This design comes from an exercise in tuning for small area, a short achievable clock period and few clock cycles on the open sky130 flow, not from production work. At most, simulation tests tie the RTL to the original design; equivalence was not proved. The RTL of run 2 was laid out without a check of its function. Power figures rest on the tool's default switching activity, not on a simulated workload.

==> flow/design.v (outline; a module is shown in full before it is edited, if it fits) <==
// module pgc_units: 902 lines
// module pgc_fa: 10 lines
// module pgc_ha: 9 lines
module pgc_units (
    input  wire        clk,
    input  wire        rst,           
    input  wire        cmd_valid,
    output wire        cmd_ready,
    input  wire [3:0]  cmd_op,
    input  wire [31:0] cmd_opa,
    output reg         rsp_valid,
    output reg         rsp_refused,
    output reg  [31:0] rsp_res
);
  // ...
==> flow/flow/run.sh <==
#!/bin/bash
# The standard layout, with one change: the buffer that buffer_ports puts on
# every input and output port is the smallest plain buffer (buf_1) rather
# than the one it picks by default. Each port still gets its own buffer.
set -euo pipefail
export BUFFER_PORTS_ARGS="-buffer_cell sky130_fd_sc_hd__buf_1"
bash standard.sh > standard.log 2>&1
==> flow/standard.sh <==
#!/bin/bash
# synth_recipe.tcl (not shown) runs the flow's synth.tcl, then flattens the netlist and writes it again
# the make line also repeats each setting of config.mk as NAME=value (left out here)
make -C /OpenROAD-flow-scripts/flow DESIGN_CONFIG=/design/flow/config.mk WORK_HOME=/design/flow/orfs CLKGATE_MAP_FILE= SYNTH_SCRIPT=/design/flow/synth_recipe.tcl "${@:-finish}"
==> flow/config.mk <==
export PLATFORM = sky130hd
export DESIGN_NAME = pgc_units
export DESIGN_NICKNAME = pgc_units
export VERILOG_FILES = /design/flow/design.v
export SDC_FILE = /design/flow/constraint.sdc
export NUM_CORES = 4
export LEC_CHECK = 0
export CAP_MARGIN = 20
export CORE_MARGIN = 2
export CORE_UTILIZATION = 55
export CTS_BUF_LIST = sky130_fd_sc_hd__clkbuf_4 sky130_fd_sc_hd__clkbuf_8
export SETUP_SLACK_MARGIN = 5
export SLEW_MARGIN = 20
export SYNTH_HIERARCHICAL = 1
==> flow/constraint.sdc <==
create_clock -name core_clock -period 8.0 [get_ports {clk}]
set_input_delay 1.6000 -clock core_clock [delete_from_list [all_inputs] [get_ports {clk}]]
set_output_delay 1.6000 -clock core_clock [all_outputs]
set_load 0.01 [all_outputs]
==> summary.txt, run 1 <==
Setup path
  • Cell repeated most along the worst path: xnor2_1
  • Startpoint type of the worst setup path: input pin
  • Standard cell with the maximum stage delay on the critical path: xnor2_2
  • Dominant delay contributor by cell family on the critical path: XOR/XNOR gates
  • CP Max Fanout: 4
  • Cell breakdown of the critical path: buf_1 > xnor2_4 > xnor2_1 > xnor2_2 > xor2_2 > xnor2_1 > xnor2_1 > nor2_1

Outcome
  • Outcome: finished clean

Yosys
  • Area share of the largest cell type after synthesis: 29.7%
  • Adder-Cell Fraction of Synth Area: 33.4%
  • Cell count after synthesis: 977
  • Synth top area cells: fa_1, dfxtp_1, edfxtp_1
  • Combinational family with the most area after synthesis: adder cells
  • Area share of and/or/nand/nor cells after synthesis: 6.91%
  • Mux contribution to synthesized area: 2.33%

Drt
  • Highest layer used for signal routing: met4
  • Sum of routed wire length over all layers: 28.1 mm
  • Antenna Nets Post-Route: 0

Layout
  • Total number of sequential cells: 177
  • Design Area, Final: 13400 um^2
  • Final non-filler cell total: 1410
  • Buffering overhead: 6.98%

Global routing
  • Number of antenna violations at the first check in global routing: 0

STA
  • Final period demand of the worst path: 2.95 ns

Floorplanning
  • Die height: 149 um

Pwr
  • Power drawn by the clock network: 0.641 mW
  • Static power due to leakage: 5.45 nW

Clocking
  • CTS sink cnt: 177
Testbench counts, summed over its fixed seeds: cycles 25,286.
==> run 2, diff against run 1 <==
--- a/flow/design.v
+++ b/flow/design.v
@@ -17,16 +17,18 @@
     localparam [15:0] CRC_INIT     = 16'hC387;
     localparam [15:0] CRC_FEEDBACK = 16'hC37B;
     localparam [31:0] KEY          = 32'h43202F2F;
     localparam [29:0] POS_INIT     = 30'h3F7FFFD0;   
     reg [15:0] crc;
     reg [31:0] lcg;
     reg [29:0] pos;
     reg        busy;      
+    reg  [7:0] crc_b;
+    reg        crc_p;
     function [15:0] crc_update;
         input [15:0] c_in;
         input [7:0]  b;
         reg   [15:0] c;
         integer      i;
         begin
             c = c_in ^ {8'h00, b};
             for (i = 0; i < 8; i = i + 1)
@@ -862,16 +864,18 @@
     assign lcg_next[28] = b_p28 ^ b_Gs4_27;
     assign res_next[28] = b_p28 ^ rsp_res[28] ^ b_Gs4_27;
     assign lcg_next[29] = b_p29 ^ b_Gs4_28;
     assign res_next[29] = b_p29 ^ rsp_res[29] ^ b_Gs4_28;
     assign lcg_next[30] = b_p30 ^ b_Gs4_29;
     assign res_next[30] = b_p30 ^ rsp_res[30] ^ b_Gs4_29;
     assign lcg_next[31] = b_p31 ^ b_Gs4_30;
     assign res_next[31] = b_p31 ^ rsp_res[31] ^ b_Gs4_30;
+    wire [15:0] crc_upd = crc_update(crc, crc_b);
+    wire [15:0] crc_cur = crc_p ? crc_upd : crc;
     assign cmd_ready = ~busy;
     wire accept     = cmd_valid & ~busy;
     wire is_crc_new = cmd_op == OP_CRC_NEW;
     wire is_crc_upd = cmd_op == OP_CRC_UPD;
     wire is_sum16   = cmd_op == OP_CRC_SUM16;
     wire is_new     = cmd_op == OP_CIPH_NEW;
     wire is_enc     = cmd_op == OP_CIPH_ENC;
     wire [29:0] pos_zero;     
@@ -883,25 +887,29 @@
         end else begin
             rsp_valid <= busy | (accept & ~is_enc);
             busy      <= accept & is_enc;
         end
         rsp_refused <= ~busy & (cmd_op[3] | (cmd_op[2] & cmd_op[1]));
         if (busy)
             rsp_res <= res_next;
         else if (is_sum16)
-            rsp_res <= {16'h0000, crc};
+            rsp_res <= {16'h0000, crc_cur};
         else
             rsp_res <= cmd_opa ^ {pos, 2'b00} ^ KEY;
         if (accept) begin
-            if (is_crc_new) crc <= CRC_INIT;
-            if (is_crc_upd) crc <= crc_update(crc, cmd_opa[7:0]);
             if (is_new)     lcg <= cmd_opa;
         end
         if (busy) lcg <= lcg_next;
+        crc_b <= cmd_opa[7:0];
+        crc_p <= accept & is_crc_upd;
+        if (accept & is_crc_new)
+            crc <= CRC_INIT;
+        else if (crc_p)
+            crc <= crc_upd;
         pos <= (accept & is_new) ? POS_INIT : pos ^ (pos_zero & {30{busy}});
     end
 endmodule
 module pgc_fa (
     input  wire a,
     input  wire b,
     input  wire c,
     output wire s,
==> flow/config.mk (replaced) <==
export PLATFORM = sky130hd
export DESIGN_NAME = pgc_units
export DESIGN_NICKNAME = pgc_units
export VERILOG_FILES = /design/flow/design.v
export SDC_FILE = /design/flow/constraint.sdc
export NUM_CORES = 4
export LEC_CHECK = 0
export CAP_MARGIN = 20
export CORE_MARGIN = 2
export CORE_UTILIZATION = 40
export CTS_BUF_LIST = sky130_fd_sc_hd__clkbuf_4 sky130_fd_sc_hd__clkbuf_8
export SETUP_SLACK_MARGIN = 5
export SLEW_MARGIN = 20
export SYNTH_HIERARCHICAL = 1
==> summary.txt, run 2 <==
Outcome
  • Outcome: finished clean

Layout
  • Max reg flops: 64
  • Register with the most flip-flops: pc_q
  • Registers with the highest flip-flop counts: pc_q (64), lcg (32), rsp_res (32)
  • Most frequent cells in the layout: fa_1, dfxtp_1, inv_1
  • Area added between synthesis and finish: 17.4%
  • Leading cell type in the layout, fill and taps excluded: fa_1
  • Layout cell share with drive strength beyond 1: 15.8%
  • Antenna diode count: 0
  • Total number of nets in the final design: 1400

Global routing
  • Wire length of the first global-routing pass: 45.4 mm
  • Number of global-route vias before repair: 7864
  • Pin count of the biggest net entering global routing: 38
  • Overall routing resource usage: 19.9%
  • Congestion Overflow GR: 0
  • Number of antenna violations at the first check in global routing: 0 (unchanged)

Pwr
  • Max IR drop VDD: 0.199 mV
  • Static power due to leakage: 5.56 nW (+2.0%)
  • Power density normalized to cell area: 273 nW/um^2

Yosys
  • Fraction of the yosys area taken by sequential cells: 34.6%
  • Synthesis warning total: 7
  • Distinct cells, synth: 59
  • Most used DFF post-synth: dfxtp_1
  • Most instantiated cells after synthesis: fa_1, dfxtp_1, inv_1, xnor2_1, nor2_1
  • Most frequent cell after synthesis: fa_1
  • Register bit count reported by yosys: 186
  • Area share of the largest cell type after synthesis: 29.3% (-0.44 points)
  • Net count after synthesis: 1255
  • Synth Area per Inst: 11.6 um^2
  • Synth top area cells: fa_1, dfxtp_1, edfxtp_1
  • Cell count after synthesis: 1011 (+3.5%)
  • Cell taking the most area after synthesis: fa_1
  • Count of flip-flops with a built-in enable after synthesis: 32
  • Mapped cell area: 11700 um^2
  • Post-synth ARST share: 0%

STA
  • Worst Max-Slew Pin Slew: 0.977 ns
  • Final period demand of the worst path: 3.00 ns (+0.0511 ns)
  • Slew Viols, Final: 0
  • Largest clock skew in the final design: 0.0197 ns
  • Final period utilization: 37.5%
  • Total Negative Setup Slacks: 0 ns
  • Setup repair after global routing missed its margin: true
  • Worst rel slew slack: 34.8%
  • Final Hold Viols: 0
  • Highest achievable clock rate: 0.333 GHz
  • Hold Worst Slack: 0.528 ns
  • Setup violations, final: 0

Clocking
  • Clock-pin slew on the worst setup and hold paths: 0.10 ns
  • Depth of the CTS H-tree: 4
  • Root buffer cell: clkbuf_8
  • Clock tree from TritonCTS: yes
  • CTS sink cnt: 186 (+5.1%)
  • Clock buffers created by TritonCTS: 17
  • Insertion delay of the later-clocked pin in the worst-skew pair: 0.49 ns
  • Number of buffers on the longest clock path: 2

Setup path
  • Endpoint required time on the critical path: 8.25 ns
  • Endpoint type of the worst setup path: flip-flop
  • Standard cell with the maximum stage delay on the critical path: fa_1
  • Arrival time reported for the critical path endpoint: 3.25 ns
  • WP buf/inv: 1
  • Cell breakdown of the critical path: fa_1 > inv_2 > ha_4 > a21o_1 > a221oi_4 > nor3b_2 > nand3_1 > a31o_4 > xor2_2 > mux2_4
  • Startpoint type of the worst setup path: flip-flop
  • Maximum single-stage delay on the critical path: 0.55 ns
  • CP Max Fanout: 4 (unchanged)
  • Dominant delay contributor by cell family on the critical path: compound AO/OA/AOI/OAI gates
  • Type of the setup path with the least slack: flip-flop to flip-flop

Run
  • Count of max-cap constraint violations: 0

Drt
  • Drt first pass iters: 4
  • DRC violation count after routing: 0
  • DRC violation total after the first TritonRoute iteration: 471
  • Vias: 7521
  • Sum of routed wire length over all layers: 29.5 mm (+5.2%)
  • Vias/cell: 4.84
  • WL per Instance: 19.0 um
  • Antenna Nets Post-Route: 0 (unchanged)

Floorplanning
  • Floorplan row count: 62
  • Die height: 175 um (+18%)
  • Initial cell density of the core: 40.6%
  • Die width: 175 um
  • Number of I/O pins: 74
  • Area of the placeable core: 28800 um^2
  • Total Die Area: 30600 um^2

Placement
  • Count of input and output buffers: 73
  • Global placement routability congestion: 0.848
  • Half-perimeter wire length of the detailed placement result: 21.2 mm

Min path
  • Type of the tightest min-delay check: flip-flop to flip-flop
-- run 2: where the power goes --
group	leakage (nW)	switching [mW]	internal (mW)
Clock	0.183	0.366	0.251
Combinational	3.79	1.01	0.918
Sequential	1.58	0.106	1.10
-- run 2: modules after synthesis (local to each module, per instance) --
module	copies in the design	flops+latches	area [um^2]
pgc_units	1	186	8290
pgc_fa	166	0	20.0
pgc_ha	7	0	12.5
-- run 2: worst register-to-register path, cell delays in order (launching register included) --
cell and delay, ns:
dfxtp_2 0.33, fa_1 0.55, inv_2 0.05, ha_4 0.22, a21o_1 0.19, a221oi_4 0.34, nor3b_2 0.22, nand3_1 0.15
a31o_4 0.29, xor2_2 0.16, mux2_4 0.27
-- run 2: timing repair --
item	CTS	global route
cloned	2	2
endpoints found under the hold margin	0	0
resized for setup	28	25
setup buffers	52	21
pin swaps	10	16
endpoints found under the setup margin	48	49
hold buffers	0	0
-- run 2: final timing paths --
check / start / endpoint / slack [ns] / cells after the start
max: pc_q[40]$_DFF_P_ / lcg[30]$_DFFE_PP_ / 5.00 / 10
min: crc[7]$_SDFF_PP1_ / crc[7]$_SDFF_PP1_ / 0.53 / 2
max reg2reg: pc_q[40]$_DFF_P_ / lcg[30]$_DFFE_PP_ / 5.00 / 10
min reg2reg: crc[7]$_SDFF_PP1_ / crc[7]$_SDFF_PP1_ / 0.53 / 2
-- run 2: cell families (layout without fill, tap and decap cells) --
kind of cell               count (synthesis)  after routing  synth area share (%)
AOI/OAI and AO/OA                        108            108                  5.49
xor gates and xnor gates                 145            145                  11.2
adders and majority gates                205            205                  32.9
buffers and inverters                    147            305                  4.75
DFF                                      186            186                  34.6
muxes                                     33             33                  3.09
and+or+nand+nor                          187            187                  7.97
-- run 2: per-layer routing --
layer	wire length, um	part of all wire (%)	up-vias	GRT usage [%]
li1	-	-	3532	-
met2	14400	49	149	32.1
met3	1190	4.0	33	3.37
met4	465	1.6	0	4.97
met5	0	0	-	0
met1	13500	46	3807	27.9
-- run 2: metrics by stage --
| stage | std cells | util [%] | power [mW] | setup WS (ns) | instance area, um^2 |
|---|---|---|---|---|---|
| floorplan | 1011 | - | 2.49 | 5.02 | 11700 |
| global placement | 1444 | 43.0 | 2.90 | 4.51 | 12400 |
| detailed placement | 1444 | 43.0 | 2.91 | 4.48 | 12400 |
| CTS | 1530 | 46.6 | 3.66 | 4.86 | 13400 |
| global route | 1553 | 47.7 | 3.99 | 4.90 | 13700 |
| finish | 1553 | 47.7 | 3.75 | 5.00 | 13700 |
-- run 2: final cells by class --
type	count	area, um^2
clock inverters	15	139
repair buffers	154	1080
clock buffers	17	234
inverters	119	450
well taps	384	480
flip-flops and latches	186	4060
fillers	2619	15000
multi-input cells	678	7290

==> what the ideal ports hide <==
In the flow no input, the clock included, has a driving cell. The finished layouts below were timed again as built, in two steps.
Step 1, drivers: a clkbuf_16 drives clk and a buf_2 each remaining input, both assumed.
Step 2 adds t to the input delays and takes it off the output delays; t is the mean of the earliest and latest rising clock arrival at the registers after step 1. Input paths then give back, and output paths get back, about the clock's delay inside the block.
Three values: no drivers, after step 1, after step 2; two values: the first two.
run | t, ns | slack for setup (ns) | latest minus earliest clock arrival (ns) | worst data-port slew with drivers (ns)
run 1 | 0.520 | 5.052 / 5.073 / 4.553 | 0.019 / 0.019 | 0.06
run 2 | 0.524 | 5.001 / 4.962 / 4.814 | 0.020 / 0.019 | 0.06
After both steps every run listed still meets setup and hold. For run 1, which loses most, drivers alone change the setup slack by +0.021 ns; drivers and shift together by -0.499 ns.
